Background: an optimization exercise with open tools, aiming at small area and a short achievable clock period. Do not read the settings as production practice.
No functional check of the RTL was part of any run shown here.
No activity file was given, so power comes from the tool's default toggle rates.

==> flow/design.v <==
module pwm_block (
    input  wire        clk,
    input  wire        rst,
    input  wire        fast_tick,
    input  wire        slow_tick,
    input  wire        cmd_valid,
    input  wire [31:0] cmd,
    output reg         rsp_valid,
    output reg  [2:0]  rsp_err,
    output reg  [31:0] rsp_data,
    output wire [5:0]  out
);
    reg        [31:0] fast_q;
    reg        [31:0] slow_q;
    reg               slow_pend_q;
    reg        [5:0]  out_q;
    reg               pwm_on_q;
    reg        [15:0] thr_q;
    reg        [7:0]  stepx_q;      
    reg               dir_q;
    reg        [2:0]  sch_q;
    reg               stopreq_q;
    reg        [1:0]  mode_q;       
    reg               cancelled_q;
    reg               f_illop_q;
    reg               f_busy_q;
    reg               f_invch_q;
    reg               f_operand_q;
    assign out = out_q;
    wire [3:0] op    = cmd[31:28];
    wire [2:0] c_ch  = cmd[27:25];
    wire       c_b   = cmd[24];
    wire [7:0] c_s8  = cmd[23:16];
    wire z_imm = ~|cmd[15:0];
    wire z_s8  = ~|c_s8;
    wire z_ch  = ~|c_ch;
    wire op_rdf   = (op == 4'h1);
    wire op_rds   = (op == 4'h2);
    wire op_rstf  = (op == 4'h3);
    wire op_rsts  = (op == 4'h4);
    wire op_set   = (op == 4'h5);
    wire op_poll  = (op == 4'h6);
    wire op_load  = (op == 4'h7);
    wire op_estep = (op == 4'h8);
    wire op_glow  = (op == 4'h9);
    wire op_pulse = (op == 4'hA);
    wire op_canc  = (op == 4'hB);
    wire op_rdst  = (op == 4'hC);
    wire op_rdenv = (op == 4'hD);
    wire legal =
        ((op_rdf | op_rds | op_rstf | op_rsts | op_canc | op_rdst | op_rdenv) & z_ch & ~c_b & z_s8 & z_imm) |
        (op_set & z_s8 & z_imm) |
        ((op_poll | op_glow) & ~c_b & z_s8) |
        (op_load & z_ch) |
        ((op_estep | op_pulse) & ~c_b & z_s8 & z_imm);
    wire busy    = mode_q[0] | mode_q[1];
    wire ch_bad  = c_ch[2] & c_ch[1];
    wire imm_bad = cmd[15] | (|cmd[14:9]) | (cmd[8:0] > 9'd500);
    wire need_idle = op_rstf | op_rsts | op_set | op_poll | op_load | op_estep | op_glow | op_pulse;
    wire need_ch   = op_set | op_poll | op_estep | op_glow | op_pulse;
    wire need_imm  = op_poll | op_glow;
    wire e_busy = need_idle & busy;
    wire e_ch   = need_ch & ch_bad;
    wire e_opnd = (need_imm & imm_bad) | (op_load & z_s8);
    wire [2:0] err =
        ~legal ? 3'd1 :
        e_busy ? 3'd2 :
        e_ch   ? 3'd3 :
        e_opnd ? 3'd4 : 3'd0;
    wire ok      = cmd_valid & legal & ~e_busy & ~e_ch & ~e_opnd;
    wire a_rstf  = ok & op_rstf;
    wire a_rsts  = ok & op_rsts;
    wire a_set   = ok & op_set;
    wire a_poll  = ok & op_poll;
    wire a_load  = ok & op_load;
    wire a_estep = ok & op_estep;
    wire a_glow  = ok & op_glow;
    wire a_pulse = ok & op_pulse;
    wire a_canc  = ok & op_canc;
    wire fg      = ~cmd_valid & busy;
    wire fg_stop = fg & stopreq_q;
    wire fg_glow = fg & ~stopreq_q & mode_q[0];
    wire fg_env  = fg & ~stopreq_q & mode_q[1] & slow_pend_q;
    wire thr_neg = thr_q[15];
    wire thr_hi  = ~thr_q[15] & ((|thr_q[14:9]) | (thr_q[8:0] >= 9'd500));
    wire clamp   = thr_neg | thr_hi;
    wire [7:0] step_q = stepx_q ^ {8{dir_q}};
    wire [9:0] ea = {1'b0, thr_q[8:0]};
    wire [9:0] eb = {2'b0, stepx_q};
    reg  [9:0] pg_g, pg_p, cy;
    reg  [9:0] gg, pp;
    integer m, n;
    always @(*) begin
        pg_g = ea & eb;
        pg_p = ea ^ eb;
        gg = pg_g;
        pp = pg_p;
        gg[0] = pg_g[0] | (pg_p[0] & dir_q);
        for (m = 1; m < 10; m = m * 2)
            for (n = 9; n >= m; n = n - 1) begin
                gg[n] = gg[n] | (pp[n] & gg[n - m]);
                pp[n] = pp[n] & pp[n - m];
            end
        cy = {gg[8:0], dir_q};
    end
    wire [9:0] v = pg_p ^ cy;
    wire       xneg = dir_q & ~v[9] & ~v[8];
    wire [7:0] dp   = dir_q ? {1'b0, v[9], v[7:2]} : v[9:2];
    reg [5:0] qp;
    reg [4:0] r, rn;
    integer k;
    always @(*) begin
        qp[5] = (dp[7:5] >= 3'd5);
        case (dp[7:5])
            3'd0, 3'd5: r = 5'b00001;
            3'd1, 3'd6: r = 5'b00010;
            3'd2, 3'd7: r = 5'b00100;
            3'd3:       r = 5'b01000;
            default:    r = 5'b10000;
        endcase
        for (k = 4; k >= 0; k = k - 1) begin
            qp[k] = r[3] | r[4] | (r[2] & dp[k]);
            rn[0] = dp[k] ? r[2] : r[0];
            rn[1] = dp[k] ? r[0] : r[3];
            rn[2] = dp[k] ? r[3] : r[1];
            rn[3] = dp[k] ? r[1] : r[4];
            rn[4] = dp[k] ? r[4] : r[2];
            r = rn;
        end
    end
    wire [4:0] qn = {1'b0, qp[3:0]} + 5'd20 + {4'd0, r[4] & (v[1:0] != 2'b00)};
    wire [15:0] env_new = thr_hi  ? {11'd0, 2'b11, 2'b00, dir_q} :
                          thr_neg ? 16'd0 :
                          xneg    ? {{11{qn[4]}}, qn} :
                                    {10'd0, qp};
    wire [7:0]  env_stepx_n = clamp ? {{7{~dir_q}}, dir_q} : stepx_q;
    wire        env_dir_n  = dir_q ^ clamp;
    wire       do_env  = a_estep | fg_env;
    wire       do_poll = a_poll | do_env | fg_glow;
    wire [2:0] pch     = cmd_valid ? c_ch : sch_q;
    wire fz      = ~|fast_q[31:9];
    wire lt500   = fz & (fast_q[8:0] < 9'd500);
    wire gt500   = ~fz | (fast_q[8:0] > 9'd500);
    wire lt_imm  = fz & (fast_q[8:0] < cmd[8:0]);
    wire lt_raw  = fz & (fast_q[8:0] < thr_q[8:0]);
    wire lt_thr  = thr_hi ? lt500 : (~thr_neg & lt_raw);
    wire lt      = a_poll ? lt_imm : lt_thr;
    wire set_on  = gt500 | (~pwm_on_q & lt);
    wire set_off = pwm_on_q & lt500;
    wire p_wr    = do_poll & (set_on | set_off);
    reg [31:0] fast_inc, slow_inc;
    reg [31:0] fc, sc;
    reg [7:0]  fg4, sg4;
    reg [8:0]  fC, sC;
    integer j;
    always @(*) begin
        for (j = 0; j < 8; j = j + 1) begin
            fg4[j] = &fast_q[4*j +: 4];
            sg4[j] = &slow_q[4*j +: 4];
        end
        fC[0] = 1'b1;
        for (j = 0; j < 8; j = j + 1)
            fC[j + 1] = fC[j] & fg4[j];
        for (j = 0; j < 8; j = j + 1) begin
            fc[4*j]     = fC[j];
            fc[4*j + 1] = fC[j] & fast_q[4*j];
            fc[4*j + 2] = fC[j] & fast_q[4*j] & fast_q[4*j + 1];
            fc[4*j + 3] = fC[j] & fast_q[4*j] & fast_q[4*j + 1] & fast_q[4*j + 2];
        end
        fast_inc = fast_q ^ (fc & {32{fast_tick}});
        sc[0] = 1'b1;
        sc[1] = slow_q[0];
        sc[2] = ~(slow_q[0] & slow_q[1]);
        sc[3] = slow_q[2] | (slow_q[0] & slow_q[1]);
        sC[1] = sc[3] & slow_q[3];
        for (j = 1; j < 8; j = j + 1)
            sC[j + 1] = sC[j] & sg4[j];
        for (j = 1; j < 8; j = j + 1) begin
            sc[4*j]     = sC[j];
            sc[4*j + 1] = sC[j] & slow_q[4*j];
            sc[4*j + 2] = sC[j] & slow_q[4*j] & slow_q[4*j + 1];
            sc[4*j + 3] = sC[j] & slow_q[4*j] & slow_q[4*j + 1] & slow_q[4*j + 2];
        end
        sC[0] = 1'b0;
        slow_inc = slow_q ^ (sc & {32{slow_tick}});
    end
    wire fast_clr = a_rstf | a_pulse | (do_poll & gt500);
    wire slow_clr = a_rsts | a_pulse;
    reg [5:0] out_n;
    integer i;
    always @(*) begin
        out_n = out_q;
        for (i = 0; i < 6; i = i + 1) begin
            if (a_set && c_ch == i)
                out_n[i] = c_b;
            if (p_wr && pch == i)
                out_n[i] = set_on;
        end
    end
    wire [31:0] rd_data =
        ({32{op_rdf}}   & fast_q) |
        ({32{op_rds}}   & slow_q) |
        ({32{op_rdst}}  & {12'd0, f_operand_q, f_invch_q, f_busy_q, f_illop_q,
                           1'b0, sch_q, cancelled_q, stopreq_q, mode_q,
                           dir_q, pwm_on_q, out_q}) |
        ({32{op_rdenv}} & {8'd0, step_q, thr_q});
    always @(posedge clk) begin
        rsp_err  <= err;
        rsp_data <= legal ? rd_data : 32'd0;
    end
    always @(posedge clk) begin
        if (rst) begin
            fast_q      <= 32'd0;
            slow_q      <= 32'd0;
            slow_pend_q <= 1'b0;
            out_q       <= 6'd0;
            pwm_on_q    <= 1'b0;
            thr_q       <= 16'd20;
            stepx_q     <= 8'd1;
            dir_q       <= 1'b0;
            sch_q       <= 3'd0;
            stopreq_q   <= 1'b0;
            mode_q      <= 2'd0;
            cancelled_q <= 1'b0;
            f_illop_q   <= 1'b0;
            f_busy_q    <= 1'b0;
            f_invch_q   <= 1'b0;
            f_operand_q <= 1'b0;
            rsp_valid   <= 1'b0;
        end else begin
            rsp_valid <= cmd_valid;
            fast_q <= fast_clr ? {31'd0, fast_tick} : fast_inc;
            slow_q <= slow_clr ? {29'd0, slow_tick, 1'b0, slow_tick} : slow_inc;
            if (a_pulse | fg_env)
                slow_pend_q <= slow_tick;
            else if (slow_tick)
                slow_pend_q <= 1'b1;
            out_q <= out_n;
            if (p_wr)
                pwm_on_q <= set_on;
            else if (a_glow | a_pulse)
                pwm_on_q <= 1'b0;
            if (a_load | a_glow)
                thr_q <= cmd[15:0];
            else if (a_pulse)
                thr_q <= 16'd20;
            else if (do_env)
                thr_q <= env_new;
            if (a_load)
                stepx_q <= c_s8 ^ {8{c_b}};
            else if (a_pulse)
                stepx_q <= 8'd1;
            else if (do_env)
                stepx_q <= env_stepx_n;
            if (a_load)
                dir_q <= c_b;
            else if (a_pulse)
                dir_q <= 1'b0;
            else if (do_env)
                dir_q <= env_dir_n;
            if (a_glow | a_pulse)
                sch_q <= c_ch;
            if (a_glow | a_pulse | fg_stop)
                stopreq_q <= 1'b0;
            else if (a_canc & busy)
                stopreq_q <= 1'b1;
            if (a_glow)
                mode_q <= 2'd1;
            else if (a_pulse)
                mode_q <= 2'd2;
            else if (fg_stop)
                mode_q <= 2'd0;
            if (a_glow | a_pulse)
                cancelled_q <= 1'b0;
            else if (fg_stop)
                cancelled_q <= 1'b1;
            if (cmd_valid) begin
                if (err == 3'd1) f_illop_q   <= 1'b1;
                if (err == 3'd2) f_busy_q    <= 1'b1;
                if (err == 3'd3) f_invch_q   <= 1'b1;
                if (err == 3'd4) f_operand_q <= 1'b1;
            end
        end
    end
endmodule
==> flow/flow/run.sh <==
#!/bin/bash
# Layout flow: the standard ORFS flow (standard.sh) with these changes:
#  * synthesis is the standard synthesis script, except that ABC maps the
#    logic with the area-oriented script flow/abc.script (registers, their
#    names and cell types are untouched);
#  * ports are buffered with buf_1 cells instead of delay buffers;
#  * CTS uses the buffers in CTS_BUF_LIST without dummy loads.
# Each tool's output goes to the ORFS logs under orfs/logs and to flow_*.log here.
set -euo pipefail
W=$(pwd)
F=$W/flow

# synthesis script: synth_recipe.tcl sourcing a copy of ORFS synth.tcl whose
# abc call uses our script
sed "s#^  log_cmd abc {\*}\$abc_args#  log_cmd abc -script $F/abc.script {*}[lrange \$abc_args 2 end]#" \
    "$FLOW_HOME/scripts/synth.tcl" > "$W/my_synth.tcl"
grep -q "abc -script $F/abc.script" "$W/my_synth.tcl"
sed "s#source \$::env(SCRIPTS_DIR)/synth.tcl#source $W/my_synth.tcl#" "$W/synth_recipe.tcl" > "$W/my_synth_recipe.tcl"
grep -q "source $W/my_synth.tcl" "$W/my_synth_recipe.tcl"

cat "$F/extra.mk" >> "$W/config.mk"

sed "s#SYNTH_SCRIPT=[^ ]*synth_recipe.tcl#SYNTH_SCRIPT=$W/my_synth_recipe.tcl#" "$W/standard.sh" > "$W/my_standard.sh"
grep -q "SYNTH_SCRIPT=$W/my_synth_recipe.tcl" "$W/my_standard.sh"

bash "$W/my_standard.sh" > "$W/flow_make.log" 2>&1
==> flow/flow/abc.script <==
strash
&get -n
&dch
&nf
&put
==> flow/flow/extra.mk <==
export BUFFER_PORTS_ARGS = -buffer_cell sky130_fd_sc_hd__buf_1
export CTS_ARGS = -sink_clustering_enable -repair_clock_nets -dont_use_dummy_load -buf_list sky130_fd_sc_hd__clkbuf_8
export SETUP_SLACK_MARGIN = 7
==> flow/standard.sh <==
#!/bin/bash
# synth_recipe.tcl (not shown) runs the flow's synth.tcl, then flattens the netlist and writes it again
# the make line also repeats each setting of config.mk as NAME=value (left out here)
make -C /OpenROAD-flow-scripts/flow DESIGN_CONFIG=/design/flow/config.mk WORK_HOME=/design/flow/orfs CLKGATE_MAP_FILE= SYNTH_SCRIPT=/design/flow/synth_recipe.tcl "${@:-finish}"
==> flow/config.mk <==
export PLATFORM = sky130hd
export DESIGN_NAME = pwm_block
export DESIGN_NICKNAME = pwm_block
export VERILOG_FILES = /design/flow/design.v
export SDC_FILE = /design/flow/constraint.sdc
export NUM_CORES = 4
export LEC_CHECK = 0
export ABC_AREA = 1
export CAP_MARGIN = 20
export CORE_MARGIN = 2
export CORE_UTILIZATION = 40
export SLEW_MARGIN = 20
export BUFFER_PORTS_ARGS = -buffer_cell sky130_fd_sc_hd__buf_1
export CTS_ARGS = -sink_clustering_enable -repair_clock_nets -dont_use_dummy_load -buf_list sky130_fd_sc_hd__clkbuf_8
export SETUP_SLACK_MARGIN = 7
==> flow/constraint.sdc <==
create_clock -name core_clock -period 12.0 [get_ports {clk}]
set_input_delay 2.4000 -clock core_clock [delete_from_list [all_inputs] [get_ports {clk}]]
set_output_delay 2.4000 -clock core_clock [all_outputs]
set_load 0.01 [all_outputs]
==> flow_metrics.py, run 1 <==
metrics = {
    "run_status": {
        "status": "complete, no violations",
    },
    "drt": {
        "num_vias": 7916,
        "postRouteWirelength_um": 26200,
        "ant_nets": 0,
        "vias_per_cell": 6.11,
        "drt_iter0_markers": 1000,
        "dr.pass1.iters": 22,
        "drc": 0,
        "avgRoutedWirePerCell_um": 20.2,
    },
    "pwr": {
        "switchingPower_mw": 0.210,
        "swShare": 0.249,
        "powerDensity_nw_per_um2": 86.7,
        "vdd_drop_max_mv": 0.0667,
        "p_leak_nw": 3.59,
        "p_int_mw": 0.632,
        "p_clk_frac": 0.343,
        "seqPwrFrac": 0.577,
        "pwr-share-comb": 0.079,
    },
    "timing": {
        "timing.slew.headroom": 0.275,
        "rsz0062_at_grt": "true",
        "drv_slew": 0,
        "finalSetupTns_ns": 0,
        "finalHoldViolCount": 0,
        "period_minus_slack_ns": 5.01,
        "finalClockSkew_ns": 0.0258,
        "finalCritPeriodShare": 0.418,
        "worst_pin_slew_ns": 1.06,
        "max_freq_mhz": 200,
        "finalSetupViolCount": 0,
    },
    "floorplanning": {
        "fp-row-count": 49,
        "die_h_um": 140,
        "ios": 79,
        "dieArea_um2": 19600,
        "coreArea_um2": 18100,
        "fp.dieW_um": 140,
        "start_util": 0.410,
    },
    "clock_network": {
        "clk_pin_slew_ns": 0.08,
        "cts_root_buf": "clkbuf_8",
        "cts.htree.levels": 4,
        "numCtsBuffers": 17,
        "clkSinkCount": 144,
        "insertion_delay_ns": 0.45,
        "cts_tree": "built",
        "cts_hold_buf": 0,
        "clk_path_buf_depth": 2,
    },
    "yosys": {
        "syn_inst": 897,
        "synth_top_family_by_area": "simple AND/OR/NAND/NOR gates",
        "synth_cell_types": 55,
        "async_flop_share": 0,
        "synth_area_um2": 7410,
        "synth-simple-area-share": 0.258,
        "synth-seq-cells": 144,
        "synth_edf_count": 0,
        "yosysWarningCount": 1,
        "synth-seq-area-share": 0.389,
        "synth.mux.area_fraction": 0.0206,
        "synth-adder-area-share": 0.0510,
        "synth_compound_area_frac": 0.223,
        "synth_xor_area_frac": 0.0437,
        "syn_avg_cell_area_um2": 8.26,
        "ys.flop_type": "dfxtp_1",
        "synth.net_count": 963,
    },
    "final_layout": {
        "diodes": 0,
        "fill_cells": 1727,
        "nNetsFinal": 1134,
        "drive_gt1_frac": 0.201,
        "seqCellArea_um2": 2880,
        "multiInputGateArea_um2": 5130,
        "area_delta_synth_final_pct": 31.0,
        "fin_cells": 1295,
    },
    "critical_path": {
        "path_class": "flip-flop to flip-flop",
        "critPathLaunchType": "flip-flop",
        "critPathMaxFanout": 19,
        "critPathCaptureType": "flip-flop",
        "cp.arrival_ns": 5.36,
        "worstPathRequired_ns": 12.35,
    },
    "global_route": {
        "antenna_found_initial": 0,
        "grt_usage": 0.257,
        "grt_max_degree": 50,
        "grt_pass1_vias": 7105,
        "overflow": 0,
        "grt_pass1_wl_um": 39300,
    },
    "job": {
        "cap_violations": 0,
    },
    "place": {
        "routabilityCongestion": 0.968,
        "dp_hpwl_um": 17600,
        "port-buffer-count": 78,
        "dp_cells": 1213,
    },
    "worst_hold_path": {
        "hold_class": "flip-flop to flip-flop",
    },
}
[flip-flops by register name, indices dropped and copies added, names as in the netlist]
| signal | count |
|---|---|
| stopreq_q | 1 |
| rsp_valid | 1 |
| dir_q | 1 |
| slow_q | 32 |
| f_operand_q | 1 |
| pwm_on_q | 1 |
| rsp_err | 3 |
| f_invch_q | 1 |
| fast_q | 32 |
| out_q | 6 |
| slow_pend_q | 1 |
| mode_q | 2 |
| rsp_data | 32 |
| thr_q | 16 |
| cancelled_q | 1 |
| stepx_q | 8 |
| f_busy_q | 1 |
| sch_q | 3 |
| f_illop_q | 1 |
[layout by cell type, fill, tap and decap left out, types with 15 or more instances in the layout]
cell      count
clkbuf_8     17
dfxtp_1     144
ha_1         26
nor3_1       44
nand2_1      61
a222oi_1     24
buf_4        56
nor3_2       15
buf_1        67
xnor2_1      20
nand3_1      27
o21ai_0      24
nor2_1      116
clkinv_1     27
a21oi_1      86
[metal layers]
layer  part of all wire  global-route usage  routed length, µm  vias to the layer above
met5                  0                   0                  0                        -
met4              0.023              0.0723                609                        0
met3              0.076              0.0458               2000                       46
met2               0.46               0.408              12000                      362
met1               0.44               0.359              11600                     3769
li1                   -                   -                  -                     3739
[worst max-delay path, cell delays in order, from the launching register on]
cell      delay [ns]
dfxtp_1         0.30
buf_6           0.17
fa_2            0.39
fa_2            0.37
nand3_1         0.13
a21oi_1         0.11
nor3_2          0.34
nor3_1          0.15
o22ai_1         0.26
nor3_1          0.11
o31ai_2         0.39
mux2i_1         0.19
a21oi_2         0.22
o211ai_1        0.11
ha_1            0.22
ha_2            0.21
o41ai_4         0.38
nor2_1          0.09
or4_1           0.52
a221oi_1        0.25
[power groups by stage]
stage | clock network (mW) | logic (mW) | registers (mW)
finish | 0.289 | 0.0667 | 0.486
global route | 0.312 | 0.0718 | 0.486
CTS | 0.296 | 0.0612 | 0.486
detailed placement | 0 | 0.0519 | 0.497
global placement | 0 | 0.0513 | 0.497
floorplan | 0 | 0.0272 | 0.495
[final cells by class]
type	count	share of cell area
tap	229	0.0295
timing repair buffer	151	0.109
clock buffer	17	0.0241
sequential	144	0.297
inverter	29	0.0117
multi-input combinational	725	0.529
[Yosys cell counts, drive strengths merged (8+ instances only)]
cell	n	area share
a222oi	24	0.032
nor3	61	0.041
ha	27	0.046
a211oi	15	0.015
nand3	31	0.021
and2	13	0.011
o21ai	31	0.021
a21oi	96	0.065
and3	19	0.016
nand4	12	0.010
and4	9	0.011
a22oi	10	0.010
nand2	68	0.034
dfxtp	144	0.39
a31oi	15	0.013
nor2	124	0.063
nand2b	8	0.0068
mux2i	13	0.018
nor4	15	0.013
xnor2	21	0.025
xor2	16	0.019
clkinv	29	0.015
[final timing paths]
path	startpoint	depth (start not counted)	to	slack, ns
max	dir_q$_SDFFE_PP0P_	19	thr_q[5]$_SDFFE_PP0P_	6.99
min reg2reg	f_illop_q$_SDFFE_PP0P_	2	f_illop_q$_SDFFE_PP0P_	0.49
max reg2reg	dir_q$_SDFFE_PP0P_	19	thr_q[5]$_SDFFE_PP0P_	6.99
min	f_illop_q$_SDFFE_PP0P_	2	f_illop_q$_SDFFE_PP0P_	0.49
[timing repair]
item	in CTS	in global routing
setup endpoints to repair	103	89
resized for setup	83	74
buffers inserted	33	27
pin swaps	20	33
gates cloned	5	0
[cells by family after synthesis]
family / Yosys count
AOI/OAI and AO/OA: 250
muxes: 15
xor gates and xnor gates: 37
adders and majority gates: 29
and+or+nand+nor: 393
DFF: 144
buffers and inverters: 29
[through the flow]
step           hold WS, ns  setup WS, ns  utilization  power [mW]  cell area [µm²]
3_5_place_dp         0.468          5.46        0.454       0.549             8220
2_1_floorplan        0.437          6.33            -       0.522             7560
3_3_place_gp         0.455          5.61        0.454       0.548             8220
6_report             0.489          6.99        0.537       0.842             9710
4_1_cts              0.482          7.01        0.506       0.843             9150
5_1_grt              0.503          6.80        0.537       0.870             9710
==> run 2: changes to the inputs <==
==> flow/flow/extra.mk (replaced) <==
export BUFFER_PORTS_ARGS = -buffer_cell sky130_fd_sc_hd__buf_1
export CTS_ARGS = -sink_clustering_enable -repair_clock_nets -dont_use_dummy_load -buf_list sky130_fd_sc_hd__clkbuf_8
export SETUP_SLACK_MARGIN = 7.5
--- a/flow/config.mk
+++ b/flow/config.mk
@@ -12,4 +12,4 @@
 export SLEW_MARGIN = 20
 export BUFFER_PORTS_ARGS = -buffer_cell sky130_fd_sc_hd__buf_1
 export CTS_ARGS = -sink_clustering_enable -repair_clock_nets -dont_use_dummy_load -buf_list sky130_fd_sc_hd__clkbuf_8
-export SETUP_SLACK_MARGIN = 7
+export SETUP_SLACK_MARGIN = 7.5
==> run 2 against run 1 <==
Against the previous run:
- clock-buffer cell count is the same
- total power increased by 0.26%
- sequential cell count did not move
- sequential share of layout area shrank 1.3 points
- die area is the same
- first-iteration DRC count shrank 4.3%
- wire length rose by 5.0%
- utilization grew 2.7 points
- critical endpoint is now fast_q[5]$_SDFF_PP0_
- largest cell class unchanged
- largest power group unchanged
==> flow_metrics.py, run 2 <==
metrics = {
    "yosys": {
        "synth-seq-cells": 144,
        "synth.net_count": 963,
        "synth-adder-area-share": 0.0510,
        "syn_avg_cell_area_um2": 8.26,
        "synth_top_area_share": 0.389,
        "synth_xor_area_frac": 0.0437,
        "yosysWarningCount": 1,
        "synth.mux.area_fraction": 0.0206,
        "synth_top_cell_by_area": "dfxtp_1",
        "syn_inst": 897,
        "synth_cell_types": 55,
        "ys.flop_type": "dfxtp_1",
        "synth_commonest_cells": "144 x dfxtp_1, 124 x nor2_1, 96 x a21oi_1",
        "synth-simple-area-share": 0.258,
        "synth.area.top_cells": "dfxtp_1 39%, a21oi_1 6.5%, nor2_1 6.3%, ha_1 4.6%, nor3_1 4.1%",
        "yosysMostFrequentCell": "dfxtp_1",
        "synth-seq-area-share": 0.389,
        "async_flop_share": 0,
        "synth_edf_count": 0,
        "synth_top_family_by_area": "simple AND/OR/NAND/NOR gates",
        "synth_area_um2": 7410,
        "synth_compound_area_frac": 0.223,
    },
    "clock_network": {
        "clk_path_buf_depth": 2,
        "insertion_delay_ns": 0.45,
        "cts_tree": "built",
        "clkSinkCount": 144,
        "cts_hold_buf": 0,
        "numCtsBuffers": 17,
        "cts.htree.levels": 4,
        "cts_root_buf": "clkbuf_8",
        "clk_pin_slew_ns": 0.08,
    },
    "drt": {
        "vias_per_cell": 6.20,
        "dr.pass1.iters": 22,
        "ant_nets": 0,
        "avgRoutedWirePerCell_um": 20.9,
        "drt_iter0_markers": 957,
        "drc": 0,
        "num_vias": 8150,
        "postRouteWirelength_um": 27500,
    },
    "critical_path": {
        "cp.arrival_ns": 5.24,
        "reg2reg_depth": 19,
        "critPathMaxFanout": 8,
        "path_class": "primary input to flip-flop",
        "reg2reg_slack_ns": 7.08,
        "critPathLaunchType": "primary input",
        "reg2reg_from": "stepx_q[0]$_SDFFE_PP1P_",
        "r2r_end": "thr_q[5]$_SDFFE_PP0P_",
        "worstPathRequired_ns": 12.32,
        "critPathCaptureType": "flip-flop",
    },
    "floorplanning": {
        "fp.dieW_um": 140,
        "dieArea_um2": 19600,
        "start_util": 0.410,
        "fp-row-count": 49,
        "ios": 79,
        "coreArea_um2": 18100,
        "die_h_um": 140,
    },
    "final_layout": {
        "nNetsFinal": 1153,
        "final_common_cell": "dfxtp_1",
        "area_delta_synth_final_pct": 37.5,
        "diodes": 0,
        "layout_common_cells": "141 x dfxtp_1, 111 x nor2_1, 75 x a21oi_1",
        "fill_cells": 1642,
        "design_area_um2": 10200,
        "reg_top3": "fast_q x32, rsp_data x32, slow_q x32",
        "drive_gt1_frac": 0.253,
        "fin_cells": 1314,
    },
    "place": {
        "port-buffer-count": 78,
        "dp_cells": 1212,
        "place_area_um2": 8260,
        "dp_hpwl_um": 17600,
        "routabilityCongestion": 0.946,
    },
    "timing": {
        "finalSetupTns_ns": 0,
        "period_minus_slack_ns": 4.92,
        "worst_pin_slew_ns": 1.20,
        "finalSetupViolCount": 0,
        "rsz0062_at_grt": "true",
        "drv_slew": 0,
        "max_freq_mhz": 203,
        "finalClockSkew_ns": 0.0253,
        "whs_ns": 0.479,
        "finalCritPeriodShare": 0.410,
        "timing.slew.headroom": 0.193,
        "finalHoldViolCount": 0,
    },
    "pwr": {
        "seqPwrFrac": 0.575,
        "powerDensity_nw_per_um2": 82.8,
        "swShare": 0.249,
        "switchingPower_mw": 0.210,
        "p_leak_nw": 3.73,
        "pwr-share-comb": 0.086,
        "p_int_mw": 0.634,
        "p_clk_frac": 0.338,
        "vdd_drop_max_mv": 0.0725,
        "total_power_mw": 0.844,
    },
    "worst_hold_path": {
        "min_to": "rsp_data[13]$_SDFF_PP0_",
        "hold_class": "flip-flop to flip-flop",
        "hold_depth": 2,
        "min_from": "thr_q[13]$_SDFFE_PP0P_",
    },
    "global_route": {
        "grt_pass1_vias": 7098,
        "grt_pass1_wl_um": 39100,
        "grt_max_degree": 51,
        "overflow": 0,
        "antenna_found_initial": 0,
        "grt_usage": 0.255,
    },
    "job": {
        "cap_violations": 0,
    },
    "run_status": {
        "status": "complete, no violations",
    },
}
==> run 2: cell counts after synthesis <==
Identical to the previous run, type by type.
==> run 2: logic make-up after synthesis <==
| kind of cell | count (synthesis) |
|---|---|
| AND/OR/NAND/NOR | 393 |
| XOR/XNOR | 37 |
| buffers and inverters | 29 |
| multiplexers | 15 |
| AO/OA/AOI/OAI | 250 |
| adder cells (fa/ha/maj) | 29 |
| flip-flops | 144 |
==> run 2: power by group through the flow <==
stage | Sequential (mW) | Clock (mW) | Combinational (mW)
global route | 0.486 | 0.310 | 0.0777
floorplan | 0.495 | 0 | 0.0280
CTS | 0.485 | 0.291 | 0.0619
detailed placement | 0.497 | 0 | 0.0534
global placement | 0.497 | 0 | 0.0536
finish | 0.486 | 0.286 | 0.0728
==> run 2: layout make-up <==
type                    instances  area (µm²)  share of cell area
clock buffers                  17         234              0.0230
inverters                      29         116              0.0114
repair buffers                166        1200               0.118
flip-flops and latches        144        2890               0.284
well taps                     229         287              0.0281
multi-input cells             729        5470               0.536
==> run 2: worst max path at each step <==
stage,from,endpoint,slack (ns)
global route,stepx_q[0]$_SDFFE_PP1P_,thr_q[5]$_SDFFE_PP0P_,6.94
floorplan,cmd[30],fast_q[25]$_SDFF_PP0_,6.36
detailed placement,cmd[28],stepx_q[3]$_SDFFE_PP0P_,5.83
global placement,cmd[28],stepx_q[1]$_SDFFE_PP0P_,5.97
finish,cmd[9],fast_q[5]$_SDFF_PP0_,7.08
CTS,cmd[9],fast_q[25]$_SDFF_PP0_,7.23
==> run 2: routing by layer <==
| metal | routed length (µm) | track usage | up-vias |
|---|---|---|---|
| li1 | - | - | 3780 |
| met1 | 11800 | 0.356 | 3855 |
| met2 | 12100 | 0.381 | 431 |
| met3 | 2470 | 0.0595 | 84 |
| met4 | 1170 | 0.104 | 0 |
| met5 | 0 | 0 | - |
==> run 2: per-stage QoR <==
stage	util	setup WS, ns
after detailed placement	0.456	5.83
after floorplan	-	6.36
after global placement	0.456	5.97
final	0.564	7.08
after CTS	0.507	7.23
after global routing	0.564	6.94
==> run 2: repair_timing <==
item / 4_1_cts / 5_1_grt
gates resized for setup: 79 / 148
pin swaps: 19 / 44
endpoints found under the setup margin: 107 / 101
setup buffers: 42 / 32
gates cloned: 2 / 9
endpoints found under the hold margin: 0 / 0
==> run 2: critical path, cell delays in order <==
cell and delay, ns:
buf_6 0.09, or4_4 0.56, nor4_4 0.22, buf_4 0.20
nand4_1 0.15, o221ai_4 0.13, nor3_4 0.08, nor2_2 0.11
buf_4 0.14, nand3_4 0.08, o31ai_4 0.24, a211o_4 0.18
nand2_4 0.07, nand3b_1 0.16, buf_4 0.13, buf_6 0.13
buf_16 0.15, nor2_2 0.03
==> run 3: changes to the inputs <==
--- a/flow/design.v
+++ b/flow/design.v
@@ -128,7 +128,64 @@
             r = rn;
         end
     end
-    wire [4:0] qn = {1'b0, qp[3:0]} + 5'd20 + {4'd0, r[4] & (v[1:0] != 2'b00)};
+    reg [3:0] qy;
+    reg [4:0] ry, ryn;
+    always @(*) begin
+        qy[3] = (v[7:5] >= 3'd5);
+        case (v[7:5])
+            3'd0, 3'd5: ry = 5'b00001;
+            3'd1, 3'd6: ry = 5'b00010;
+            3'd2, 3'd7: ry = 5'b00100;
+            3'd3:       ry = 5'b01000;
+            default:    ry = 5'b10000;
+        endcase
+        for (k = 2; k >= 0; k = k - 1) begin
+            qy[k]  = ry[3] | ry[4] | (ry[2] & v[k + 2]);
+            ryn[0] = v[k + 2] ? ry[2] : ry[0];
+            ryn[1] = v[k + 2] ? ry[0] : ry[3];
+            ryn[2] = v[k + 2] ? ry[3] : ry[1];
+            ryn[3] = v[k + 2] ? ry[1] : ry[4];
+            ryn[4] = v[k + 2] ? ry[4] : ry[2];
+            ry = ryn;
+        end
+    end
+    reg  [4:0] qn;
+    always @(*) begin
+        case ({qy, ry[4] & (v[1:0] != 2'b00)})
+            5'd0: qn = 5'd20;
+            5'd1: qn = 5'd21;
+            5'd2: qn = 5'd21;
+            5'd3: qn = 5'd22;
+            5'd4: qn = 5'd22;
+            5'd5: qn = 5'd23;
+            5'd6: qn = 5'd23;
+            5'd7: qn = 5'd24;
+            5'd8: qn = 5'd24;
+            5'd9: qn = 5'd25;
+            5'd10: qn = 5'd25;
+            5'd11: qn = 5'd26;
+            5'd12: qn = 5'd26;
+            5'd13: qn = 5'd27;
+            5'd14: qn = 5'd27;
+            5'd15: qn = 5'd28;
+            5'd16: qn = 5'd28;
+            5'd17: qn = 5'd29;
+            5'd18: qn = 5'd29;
+            5'd19: qn = 5'd30;
+            5'd20: qn = 5'd30;
+            5'd21: qn = 5'd31;
+            5'd22: qn = 5'd31;
+            5'd23: qn = 5'd0;
+            5'd24: qn = 5'd0;
+            5'd25: qn = 5'd1;
+            5'd26: qn = 5'd1;
+            5'd27: qn = 5'd2;
+            5'd28: qn = 5'd2;
+            5'd29: qn = 5'd3;
+            5'd30: qn = 5'd3;
+            5'd31: qn = 5'd4;
+        endcase
+    end
     wire [15:0] env_new = thr_hi  ? {11'd0, 2'b11, 2'b00, dir_q} :
                           thr_neg ? 16'd0 :
                           xneg    ? {{11{qn[4]}}, qn} :
==> flow/flow/extra.mk (replaced) <==
export BUFFER_PORTS_ARGS = -buffer_cell sky130_fd_sc_hd__buf_1
export CTS_ARGS = -sink_clustering_enable -repair_clock_nets -dont_use_dummy_load -buf_list sky130_fd_sc_hd__clkbuf_8
export SETUP_SLACK_MARGIN = 6.5
--- a/flow/config.mk
+++ b/flow/config.mk
@@ -12,4 +12,4 @@
 export SLEW_MARGIN = 20
 export BUFFER_PORTS_ARGS = -buffer_cell sky130_fd_sc_hd__buf_1
 export CTS_ARGS = -sink_clustering_enable -repair_clock_nets -dont_use_dummy_load -buf_list sky130_fd_sc_hd__clkbuf_8
-export SETUP_SLACK_MARGIN = 7.5
+export SETUP_SLACK_MARGIN = 6.5
==> run 3 against run 2 <==
Against the previous run:
- design area is 11% lower
- register-to-register slack worse by 0.13 ns
- non-clock buffer count is 57 lower
- total power is 2.5% lower
- clock-buffer cell count stayed put
- combinational power is 28% lower
- clock power hardly changed
- area after synthesis is 3.3% higher
- critical path depth is 2 lower
- clock skew is 0.0058 ns higher
- die area is 3.2% higher
- critical path type unchanged
- largest cell class unchanged
==> flow_metrics.py, run 3 <==
metrics = {
    "yosys": {
        "synth-seq-cells": 144,
        "synth_area_um2": 7660,
        "synth_commonest_cells": "144 x dfxtp_1, 119 x nor2_1, 87 x a21oi_1",
        "async_flop_share": 0,
        "synth_top_cell_by_area": "dfxtp_1",
        "synth.net_count": 986,
        "synth_cell_types": 59,
        "yosysWarningCount": 1,
        "syn_inst": 920,
        "synth.area.top_cells": "dfxtp_1 38%, nor2_1 5.8%, a21oi_1 5.7%, ha_1 4.4%, nor3_1 3.9%",
        "synth_top_area_share": 0.376,
        "yosysMostFrequentCell": "dfxtp_1",
        "ys.flop_type": "dfxtp_1",
        "syn_avg_cell_area_um2": 8.32,
        "synth_edf_count": 0,
        "synth-seq-area-share": 0.376,
    },
    "place": {
        "port-buffer-count": 78,
        "routabilityCongestion": 0.920,
        "dp_hpwl_um": 17900,
        "dp_cells": 1240,
    },
    "global_route": {
        "grt_usage": 0.244,
        "antenna_found_initial": 0,
        "overflow": 0,
        "grt_max_degree": 51,
        "grt_pass1_vias": 7003,
        "grt_pass1_wl_um": 38600,
    },
    "final_layout": {
        "layout_common_cells": "143 x dfxtp_1, 118 x nor2_1, 86 x a21oi_1",
        "area_delta_synth_final_pct": 18.3,
        "drive_gt1_frac": 0.0896,
        "nNetsFinal": 1117,
        "fin_cells": 1283,
        "reg_top3": "fast_q x32, rsp_data x32, slow_q x32",
        "diodes": 0,
        "fill_cells": 1877,
        "final_common_cell": "dfxtp_1",
    },
    "clock_network": {
        "cts_tree": "built",
        "clk_path_buf_depth": 2,
        "clkSinkCount": 144,
        "numCtsBuffers": 17,
        "clk_pin_slew_ns": 0.08,
        "insertion_delay_ns": 0.46,
        "cts_root_buf": "clkbuf_8",
        "cts.htree.levels": 4,
    },
    "worst_hold_path": {
        "hold_class": "flip-flop to flip-flop",
    },
    "drt": {
        "vias_per_cell": 6.12,
        "avgRoutedWirePerCell_um": 19.6,
        "num_vias": 7853,
        "ant_nets": 0,
        "dr.pass1.iters": 5,
        "postRouteWirelength_um": 25100,
        "drt_iter0_markers": 771,
        "drc": 0,
    },
    "timing": {
        "drv_slew": 0,
        "max_freq_mhz": 184,
        "finalSetupViolCount": 0,
        "timing.slew.headroom": 0.320,
        "finalClockSkew_ns": 0.0311,
        "finalSetupTns_ns": 0,
        "finalCritPeriodShare": 0.454,
        "period_minus_slack_ns": 5.44,
        "whs_ns": 0.496,
        "worst_pin_slew_ns": 1.01,
        "rsz0062_at_grt": "true",
        "finalHoldViolCount": 0,
    },
    "floorplanning": {
        "fp-row-count": 50,
        "die_h_um": 142,
        "dieArea_um2": 20300,
        "ios": 79,
        "coreArea_um2": 18800,
        "start_util": 0.408,
        "fp.dieW_um": 142,
    },
    "pwr": {
        "p_int_mw": 0.622,
        "vdd_drop_max_mv": 0.0779,
        "switchingPower_mw": 0.201,
        "powerDensity_nw_per_um2": 90.9,
        "total_power_mw": 0.823,
        "pwr-share-comb": 0.063,
        "swShare": 0.245,
        "p_leak_nw": 3.28,
        "p_clk_frac": 0.348,
        "seqPwrFrac": 0.589,
    },
    "critical_path": {
        "path_class": "primary input to flip-flop",
        "worstPathRequired_ns": 12.31,
        "critPathLaunchType": "primary input",
        "cp.arrival_ns": 5.75,
        "critPathCaptureType": "flip-flop",
        "critPathMaxFanout": 8,
    },
    "run_status": {
        "status": "complete, no violations",
    },
    "job": {
        "cap_violations": 0,
    },
}
==> run 3: changes by cell type after synthesis, moves of 6 or more <==
| cell | change |
|---|---|
| xnor2_1 | -6 |
| o21ai_0 | -13 |
| nand3_1 | -9 |
| a211oi_1 | +11 |
| and4_1 | +6 |
| nor4_1 | +14 |
| a21oi_1 | -9 |
==> run 3: per-layer routing <==
layer,global-route usage,wire [µm],part of all wire
met2,0.374,11000,0.44
met4,0.0651,598,0.024
met5,0,0,0
met3,0.0481,2090,0.083
met1,0.350,11400,0.45
==> run 3: timing repair <==
action / 4_1_cts / 5_1_grt
setup endpoints to repair: 100 / 90
resized for setup: 24 / 22
pin swaps: 4 / 9
hold buffers: 0 / 0
gates cloned: 2 / 2
setup buffers: 8 / 14
==> run 3: per-stage QoR <==
stage	util	instance area, µm²	setup slack (ns)
final	0.483	9060	6.56
after global routing	0.483	9060	6.48
after CTS	0.471	8830	6.50
after detailed placement	0.448	8420	5.24
after global placement	0.448	8420	5.35
after floorplan	-	7750	6.19
==> run 3: cell families (layout without fill, tap and decap cells) <==
family	Yosys count	count (layout)	synth area share
compound gates	249	249	0.224
xor+xnor	36	36	0.0412
fa+ha+maj	29	29	0.0493
buf+inv	34	160	0.0167
flops	144	144	0.376
mux	13	13	0.0175
simple gates	415	418	0.275
==> run 3: final timing paths <==
| kind | from | endpoint | slack (ns) | depth (start not counted) |
|---|---|---|---|---|
| hold reg to reg | thr_q[0]$_SDFFE_PP0P_ | rsp_data[0]$_SDFF_PP0_ | 0.50 | 2 |
| setup / recovery | cmd[11] | out_q[2]$_SDFFE_PP0P_ | 6.56 | 16 |
| setup reg to reg | dir_q$_SDFFE_PP0P_ | thr_q[3]$_SDFFE_PP0P_ | 6.95 | 20 |
| hold / removal | thr_q[0]$_SDFFE_PP0P_ | rsp_data[0]$_SDFF_PP0_ | 0.50 | 2 |
==> run 3: cell type report <==
class | count | area [µm²] | share of cell area
flip-flops and latches | 144 | 2890 | 0.319
repair buffers | 109 | 576 | 0.0635
clock buffers | 17 | 234 | 0.0258
inverters | 34 | 131 | 0.0145
multi-input cells | 745 | 4940 | 0.545
well taps | 234 | 293 | 0.0323
==> run 3: critical path, cell delays in order <==
cell and delay, ns:
buf_1 0.12, or3_1 0.41, or4_4 0.45, or2_0 0.23, nor4_2 0.36, nor3_4 0.08, buf_12 0.14, nor4b_4 0.20
buf_4 0.18, nand2_2 0.08, a31o_1 0.23, a31o_4 0.29, o21ai_4 0.25, buf_4 0.16, o31a_1 0.12, nor3_1 0.04
==> run 3: power groups by stage <==
stage / sequential [mW] / combinational, mW / clock, mW
finish: 0.485 / 0.0521 / 0.286
global route: 0.485 / 0.0571 / 0.311
CTS: 0.485 / 0.0498 / 0.293
detailed placement: 0.496 / 0.0482 / 0
global placement: 0.496 / 0.0480 / 0
floorplan: 0.494 / 0.0244 / 0
==> run 4: changes to the inputs <==
==> flow/flow/extra.mk (replaced) <==
export BUFFER_PORTS_ARGS = -buffer_cell sky130_fd_sc_hd__buf_1
export CTS_ARGS = -sink_clustering_enable -repair_clock_nets -dont_use_dummy_load -buf_list sky130_fd_sc_hd__clkbuf_8
export SETUP_SLACK_MARGIN = 7
--- a/flow/config.mk
+++ b/flow/config.mk
@@ -12,4 +12,4 @@
 export SLEW_MARGIN = 20
 export BUFFER_PORTS_ARGS = -buffer_cell sky130_fd_sc_hd__buf_1
 export CTS_ARGS = -sink_clustering_enable -repair_clock_nets -dont_use_dummy_load -buf_list sky130_fd_sc_hd__clkbuf_8
-export SETUP_SLACK_MARGIN = 6.5
+export SETUP_SLACK_MARGIN = 7
==> run 4 against run 3 <==
Against the previous run:
- highest routed layer unchanged
- critical path depth up 3
- combinational power up 17%
- die area unchanged
- first-iteration DRC count down 6.6%
- synthesized cell count stayed put
- utilization is 4.6 points higher
- sequential share of layout area down 2.8 points
- final cell count is 3.0% higher
- via count up 4.1%
==> flow_metrics.py, run 4 <==
metrics = {
    "run_status": {
        "status": "complete, no violations",
    },
    "final_layout": {
        "reg_top3": "fast_q x32, rsp_data x32, slow_q x32",
        "area_delta_synth_final_pct": 29.5,
        "drive_gt1_frac": 0.197,
        "diodes": 0,
        "multiInputGateArea_um2": 5440,
        "final_core_util": 0.528,
        "final_common_cell": "dfxtp_1",
        "seqCellArea_um2": 2890,
        "layout_common_cells": "143 x dfxtp_1, 110 x nor2_1, 73 x a21oi_1",
        "fill_cells": 1827,
        "nNetsFinal": 1155,
    },
    "yosys": {
        "synth_commonest_cells": "144 x dfxtp_1, 119 x nor2_1, 87 x a21oi_1",
        "synth_cell_types": 59,
        "synth_top_area_share": 0.376,
        "syn_inst": 920,
        "synth.area.top_cells": "dfxtp_1 38%, nor2_1 5.8%, a21oi_1 5.7%, ha_1 4.4%, nor3_1 3.9%",
        "yosysWarningCount": 1,
        "yosysMostFrequentCell": "dfxtp_1",
        "synth_top_cell_by_area": "dfxtp_1",
        "synth_area_um2": 7660,
        "synth.net_count": 986,
        "synth_edf_count": 0,
        "syn_avg_cell_area_um2": 8.32,
        "synth-seq-area-share": 0.376,
        "ys.flop_type": "dfxtp_1",
        "synth-seq-cells": 144,
        "async_flop_share": 0,
    },
    "drt": {
        "postRouteWirelength_um": 27300,
        "drc": 0,
        "ant_nets": 0,
        "vias_per_cell": 6.19,
        "avgRoutedWirePerCell_um": 20.7,
        "num_vias": 8175,
        "drt_iter0_markers": 720,
        "dr.pass1.iters": 6,
    },
    "global_route": {
        "grt_pass1_vias": 7650,
        "grt_pass1_wl_um": 42100,
        "grt_usage": 0.270,
        "antenna_found_initial": 0,
        "grt_max_degree": 55,
        "overflow": 0,
    },
    "pwr": {
        "total_power_mw": 0.835,
        "powerDensity_nw_per_um2": 84.2,
        "vdd_drop_max_mv": 0.0525,
        "p_leak_nw": 3.60,
    },
    "clock_network": {
        "cts_hold_buf": 0,
        "clkSinkCount": 144,
        "clk_path_buf_depth": 2,
        "numCtsBuffers": 17,
        "clk_pin_slew_ns": 0.07,
        "cts_tree": "built",
        "insertion_delay_ns": 0.45,
        "cts.htree.levels": 4,
        "cts_root_buf": "clkbuf_8",
    },
    "critical_path": {
        "critPathMaxFanout": 7,
        "worstPathRequired_ns": 12.28,
        "cp.arrival_ns": 5.55,
        "path_class": "primary input to flip-flop",
        "critPathCaptureType": "flip-flop",
        "critPathLaunchType": "primary input",
    },
    "timing": {
        "finalSetupTns_ns": 0,
        "finalCritPeriodShare": 0.439,
        "period_minus_slack_ns": 5.27,
        "drv_slew": 0,
        "timing.slew.headroom": 0.300,
        "finalHoldViolCount": 0,
        "setup_ws_ns": 6.73,
        "worst_pin_slew_ns": 1.04,
        "max_freq_mhz": 190,
        "finalSetupViolCount": 0,
        "rsz0062_at_grt": "true",
        "finalClockSkew_ns": 0.0328,
    },
    "place": {
        "port-buffer-count": 78,
        "pre_cts_slack_ns": 5.26,
        "dp_hpwl_um": 18200,
        "routabilityCongestion": 0.948,
    },
    "floorplanning": {
        "coreArea_um2": 18800,
        "start_util": 0.408,
        "dieArea_um2": 20300,
        "fp.dieW_um": 142,
        "die_h_um": 142,
        "ios": 79,
        "fp-row-count": 50,
    },
    "worst_hold_path": {
        "hold_class": "flip-flop to flip-flop",
    },
    "job": {
        "cap_violations": 0,
    },
}
-- run 4: cell counts after synthesis --
No cell type changed its count.
-- run 4: cells by family (layout without fill, tap and decap cells) --
family | Yosys count | after routing | synth area share
adder cells (fa/ha/maj) | 29 | 29 | 0.0493
flip-flops | 144 | 144 | 0.376
AO/OA/AOI/OAI | 249 | 251 | 0.224
XOR/XNOR | 36 | 36 | 0.0412
multiplexers | 13 | 13 | 0.0175
AND/OR/NAND/NOR | 415 | 424 | 0.275
buffers and inverters | 34 | 190 | 0.0167
-- run 4: where the power goes --
| group | internal [mW] | switching, mW |
|---|---|---|
| clock network | 0.125 | 0.164 |
| registers | 0.480 | 0.00487 |
| logic | 0.0209 | 0.0400 |
-- run 4: area by class of cell --
cell class	instances	area share
Clock buffer	17	0.0236
Timing Repair Buffer	139	0.0944
Inverter	34	0.0131
Sequential cell	144	0.291
Tap cell	234	0.0295
Multi-Input combinational cell	753	0.548
-- run 4: worst paths after layout --
path	from	endpoint	slack [ns]	depth (start not counted)
setup / recovery	cmd[11]	thr_q[8]$_SDFFE_PP0P_	6.73	19
hold / removal	slow_q[6]$_SDFF_PP0_	rsp_data[6]$_SDFF_PP0_	0.50	2
setup reg to reg	dir_q$_SDFFE_PP0P_	thr_q[3]$_SDFFE_PP0P_	7.20	20
hold reg to reg	slow_q[6]$_SDFF_PP0_	rsp_data[6]$_SDFF_PP0_	0.50	2
-- run 4: metrics by stage --
step	hold slack, ns	instances	area, µm²
floorplan	0.437	920	7750
global placement	0.449	1240	8420
detailed placement	0.489	1240	8420
CTS	0.492	1309	9700
global route	0.528	1321	9920
finish	0.499	1321	9920
-- run 4: routing by layer --
layer,global-route usage,routed length (µm),share of wire,vias up
met1,0.372,12100,0.44,3872
li1,-,-,-,3892
met2,0.411,12000,0.44,351
met3,0.0606,2140,0.078,60
met4,0.105,1010,0.037,0
met5,0,0,0,-
-- run 4: critical path, cell delays in order --
cell and delay, ns:
buf_6 0.10, or3_4 0.38, or4_4 0.46, buf_4 0.16
nor4_1 0.23, a211o_1 0.19, nor3_4 0.06, buf_12 0.14
nor4b_4 0.24, buf_4 0.18, buf_6 0.09, nor2b_4 0.15
buf_6 0.10, or2_4 0.17, buf_6 0.12, nor3_4 0.04
buf_12 0.14, a21oi_1 0.12, a221oi_1 0.09
-- run 4: repair_timing --
| action | CTS | global route |
|---|---|---|
| gates cloned | 12 | 0 |
| buffers inserted | 40 | 12 |
| pin swaps | 65 | 25 |
| resized for setup | 147 | 31 |
| endpoints found under the setup margin | 104 | 102 |
==> run 5: changes to the inputs <==
--- a/flow/design.v
+++ b/flow/design.v
@@ -198,10 +198,11 @@
     wire fz      = ~|fast_q[31:9];
     wire lt500   = fz & (fast_q[8:0] < 9'd500);
     wire gt500   = ~fz | (fast_q[8:0] > 9'd500);
-    wire lt_imm  = fz & (fast_q[8:0] < cmd[8:0]);
-    wire lt_raw  = fz & (fast_q[8:0] < thr_q[8:0]);
+    wire       is_poll = cmd_valid & op_poll;
+    wire [8:0] pthr    = is_poll ? cmd[8:0] : thr_q[8:0];
+    wire lt_raw  = fz & (fast_q[8:0] < pthr);
     wire lt_thr  = thr_hi ? lt500 : (~thr_neg & lt_raw);
-    wire lt      = a_poll ? lt_imm : lt_thr;
+    wire lt      = is_poll ? lt_raw : lt_thr;
     wire set_on  = gt500 | (~pwm_on_q & lt);
     wire set_off = pwm_on_q & lt500;
     wire p_wr    = do_poll & (set_on | set_off);
==> flow/flow/extra.mk (replaced) <==
export BUFFER_PORTS_ARGS = -buffer_cell sky130_fd_sc_hd__buf_1
export CTS_ARGS = -sink_clustering_enable -repair_clock_nets -dont_use_dummy_load -buf_list sky130_fd_sc_hd__clkbuf_8
export SETUP_SLACK_MARGIN = 6.5
--- a/flow/config.mk
+++ b/flow/config.mk
@@ -12,4 +12,4 @@
 export SLEW_MARGIN = 20
 export BUFFER_PORTS_ARGS = -buffer_cell sky130_fd_sc_hd__buf_1
 export CTS_ARGS = -sink_clustering_enable -repair_clock_nets -dont_use_dummy_load -buf_list sky130_fd_sc_hd__clkbuf_8
-export SETUP_SLACK_MARGIN = 7
+export SETUP_SLACK_MARGIN = 6.5
==> run 5 against run 4 <==
Against the previous run:
- via count down 6.0%
- fmax fell by 3.5%
- first-iteration DRC count up 2.1%
- clock-buffer cell count did not move
- sequential power barely moved
==> flow_metrics.py, run 5 <==
metrics = {
    "run_status": {
        "status": "complete, no violations",
    },
    "worst_hold_path": {
        "min_from": "slow_q[5]$_SDFF_PP0_",
        "hold_class": "flip-flop to flip-flop",
        "min_to": "rsp_data[5]$_SDFF_PN0_",
        "hold_depth": 2,
    },
    "place": {
        "dp_hpwl_um": 17600,
        "pre_cts_slack_ns": 4.56,
        "port-buffer-count": 78,
        "routabilityCongestion": 0.868,
        "dp_cells": 1224,
    },
    "final_layout": {
        "reg_top3": "fast_q x32, rsp_data x32, slow_q x32",
        "diodes": 0,
        "layout_common_cells": "143 x dfxtp_1, 128 x nor2_1, 90 x a21oi_1",
        "nNetsFinal": 1090,
        "fill_cells": 1850,
        "final_core_util": 0.487,
        "final_common_cell": "dfxtp_1",
        "fin_cells": 1264,
        "multiInputGateArea_um2": 4960,
        "drive_gt1_frac": 0.101,
        "area_delta_synth_final_pct": 20.0,
        "seqCellArea_um2": 2890,
    },
    "yosys": {
        "ys.flop_type": "dfxtp_1",
        "yosysWarningCount": 1,
        "syn_avg_cell_area_um2": 8.37,
        "synth_top_area_share": 0.381,
        "synth_top_cell_by_area": "dfxtp_1",
        "synth_area_um2": 7570,
        "yosysMostFrequentCell": "dfxtp_1",
        "synth-seq-area-share": 0.381,
        "synth_edf_count": 0,
        "syn_inst": 904,
        "async_flop_share": 0,
        "synth.area.top_cells": "dfxtp_1 38%, nor2_1 6.4%, a21oi_1 6.0%, nor3_1 3.9%, a211oi_1 3.5%",
        "synth_cell_types": 57,
        "synth-seq-cells": 144,
        "synth_commonest_cells": "144 x dfxtp_1, 130 x nor2_1, 91 x a21oi_1",
        "synth.net_count": 962,
    },
    "critical_path": {
        "reg2reg_slack_ns": 7.08,
        "reg2reg_depth": 21,
        "reg2reg_from": "dir_q$_SDFFE_PP0P_",
        "cp.arrival_ns": 5.78,
        "critPathLaunchType": "primary input",
        "slowest_delay_ns": 0.61,
        "critical_path.top_delay_family": "simple AND/OR/NAND/NOR gates",
        "critPathCaptureType": "flip-flop",
        "worstPathRequired_ns": 12.31,
        "path_class": "primary input to flip-flop",
        "critPathLaunch": "cmd[1]",
        "critPathMaxFanout": 6,
        "path_buf_inv": 1,
        "worst_path_max_delay_cell": "nor4b_2",
        "path_cells": "buf_1, nor4_1, nand3_1, or2_4, o311ai_4, nor3_4, nor4b_2, a22o_1, o22ai_4, or3_4, mux2_4, mux2i_1, nor2_1",
        "r2r_end": "thr_q[4]$_SDFFE_PP1P_",
    },
    "pwr": {
        "p_int_mw": 0.625,
        "seqPwrFrac": 0.585,
        "vdd_drop_max_mv": 0.0600,
        "switchingPower_mw": 0.202,
        "p_clk_frac": 0.347,
        "swShare": 0.245,
        "pwr-share-comb": 0.068,
        "p_leak_nw": 3.26,
        "powerDensity_nw_per_um2": 91.1,
    },
    "timing": {
        "timing.slew.headroom": 0.290,
        "finalClockSkew_ns": 0.0289,
        "rsz0062_at_grt": "true",
        "finalSetupTns_ns": 0,
        "worst_pin_slew_ns": 1.07,
        "drv_slew": 0,
        "max_freq_mhz": 183,
        "finalSetupViolCount": 0,
        "finalCritPeriodShare": 0.455,
        "finalHoldViolCount": 0,
        "setup_ws_ns": 6.54,
        "period_minus_slack_ns": 5.46,
        "whs_ns": 0.498,
    },
    "global_route": {
        "antenna_found_initial": 0,
        "grt_pass1_vias": 6897,
        "overflow": 0,
        "grt_pass1_wl_um": 37900,
        "grt_usage": 0.240,
        "grt_max_degree": 49,
    },
    "drt": {
        "vias_per_cell": 6.08,
        "avgRoutedWirePerCell_um": 19.4,
        "postRouteWirelength_um": 24500,
        "num_vias": 7685,
        "drc": 0,
        "drt_iter0_markers": 735,
        "dr.pass1.iters": 6,
        "ant_nets": 0,
    },
    "clock_network": {
        "cts_tree": "built",
        "cts.htree.levels": 4,
        "clk_pin_slew_ns": 0.08,
        "insertion_delay_ns": 0.46,
        "clk_path_buf_depth": 2,
        "numCtsBuffers": 17,
        "clkSinkCount": 144,
        "cts_root_buf": "clkbuf_8",
    },
    "floorplanning": {
        "ios": 79,
        "coreArea_um2": 18600,
        "die_h_um": 142,
        "fp-row-count": 50,
        "fp.dieW_um": 142,
        "start_util": 0.406,
        "dieArea_um2": 20000,
    },
    "job": {
        "cap_violations": 0,
    },
}
-- run 5: cell families after synthesis --
group	after synthesis	share of synthesized area
flip-flops	144	0.381
XOR/XNOR	42	0.0486
AO/OA/AOI/OAI	263	0.239
multiplexers	21	0.0281
buffers and inverters	23	0.0114
AND/OR/NAND/NOR	390	0.255
adder cells (fa/ha/maj)	21	0.0367
-- run 5: final cells by class --
type,instances,share of cell area
multi-input combinational,739,0.546
sequential,144,0.318
timing repair buffer,107,0.0679
tap,234,0.0322
clock buffer,17,0.0258
inverter,23,0.00992
-- run 5: power groups by stage --
stage               Sequential, mW  Combinational [mW]  Clock, mW
floorplan                    0.494              0.0236          0
global placement             0.495              0.0478          0
detailed placement           0.495              0.0477          0
CTS                          0.484              0.0510      0.293
global route                 0.484              0.0607      0.311
finish                       0.484              0.0563      0.287
-- run 5: worst reg2reg max path: stages (launching register included) --
cell	delay (ns)
dfxtp_4	0.51
clkinvlp_4	0.18
fa_1	0.47
fa_1	0.40
nand3b_1	0.21
a21oi_1	0.22
nor3b_1	0.14
nor2_4	0.27
a21oi_1	0.11
a211oi_1	0.25
a21oi_1	0.09
mux2i_1	0.21
a21oi_1	0.11
a21oi_1	0.24
ha_1	0.19
clkinv_1	0.05
a31oi_1	0.21
o221ai_1	0.17
nand2b_1	0.24
a21oi_1	0.18
a211oi_1	0.10
a211o_1	0.27
-- run 5: worst max-delay path by stage --
stage	endpoint	cells after the start
floorplan	out_q[2]$_SDFFE_PP0P_	12
global placement	out_q[2]$_SDFFE_PP0P_	17
detailed placement	out_q[2]$_SDFFE_PP0P_	17
CTS	out_q[2]$_SDFFE_PP0P_	17
global route	out_q[2]$_SDFFE_PP0P_	17
finish	out_q[2]$_SDFFE_PP0P_	13
-- run 5: per-layer routing --
metal	track usage	wire length (µm)	vias to the layer above
li1	-	-	3720
met1	0.334	11200	3704
met2	0.388	11400	238
met3	0.0344	1390	23
met4	0.0679	458	0
met5	0	0	-
-- run 5: what timing repair did --
item,CTS,global route
buffers inserted,7,12
pin swaps,5,13
endpoints found under the setup margin,102,76
resized for setup,34,44
hold buffers,0,0
cloned,1,3
-- run 5: through the flow --
step	instance area (µm²)	total power, mW
final	9080	0.827
after detailed placement	8320	0.542
after floorplan	7660	0.517
after global routing	9080	0.856
after CTS	8760	0.828
after global placement	8310	0.542

-- port drivers added, routing unchanged --
Ports are ideal in the flow. The routed layouts listed here were re-timed in OpenROAD.
Step 1 (the two cells are an assumption about what drives the block):
set clk [get_ports {clk}]
set_driving_cell -lib_cell sky130_fd_sc_hd__clkbuf_16 $clk
set_driving_cell -lib_cell sky130_fd_sc_hd__buf_2 [delete_from_list [all_inputs] $clk]
Step 2 times the ports against the registers' clock, not the clock port: input delays grow and output delays shrink by t, the midpoint of the rising clock arrivals with the driver on.
Slacks: no drivers / after step 1 / after step 2; pairs: no drivers / after step 1.
| run | t (ns) | setup WS [ns] | worst setup path after step 2 | clock arrival spread, ns |
|---|---|---|---|---|
| run 1 | 0.479 | 6.988 / 6.988 / 6.533 | input to register | 0.028 / 0.027 |
| run 2 | 0.475 | 7.079 / 7.083 / 6.612 | input to register | 0.026 / 0.026 |
| run 3 | 0.483 | 6.557 / 6.575 / 6.092 | input to register | 0.031 / 0.031 |
| run 4 | 0.479 | 6.727 / 6.730 / 6.251 | input to register | 0.033 / 0.033 |
| run 5 | 0.485 | 6.539 / 6.557 / 6.071 | input to register | 0.029 / 0.029 |
After both steps every run listed still meets setup and hold. The setup slack of run 4, which loses most, moves by +0.003 ns with the drivers and by -0.476 ns with both steps.
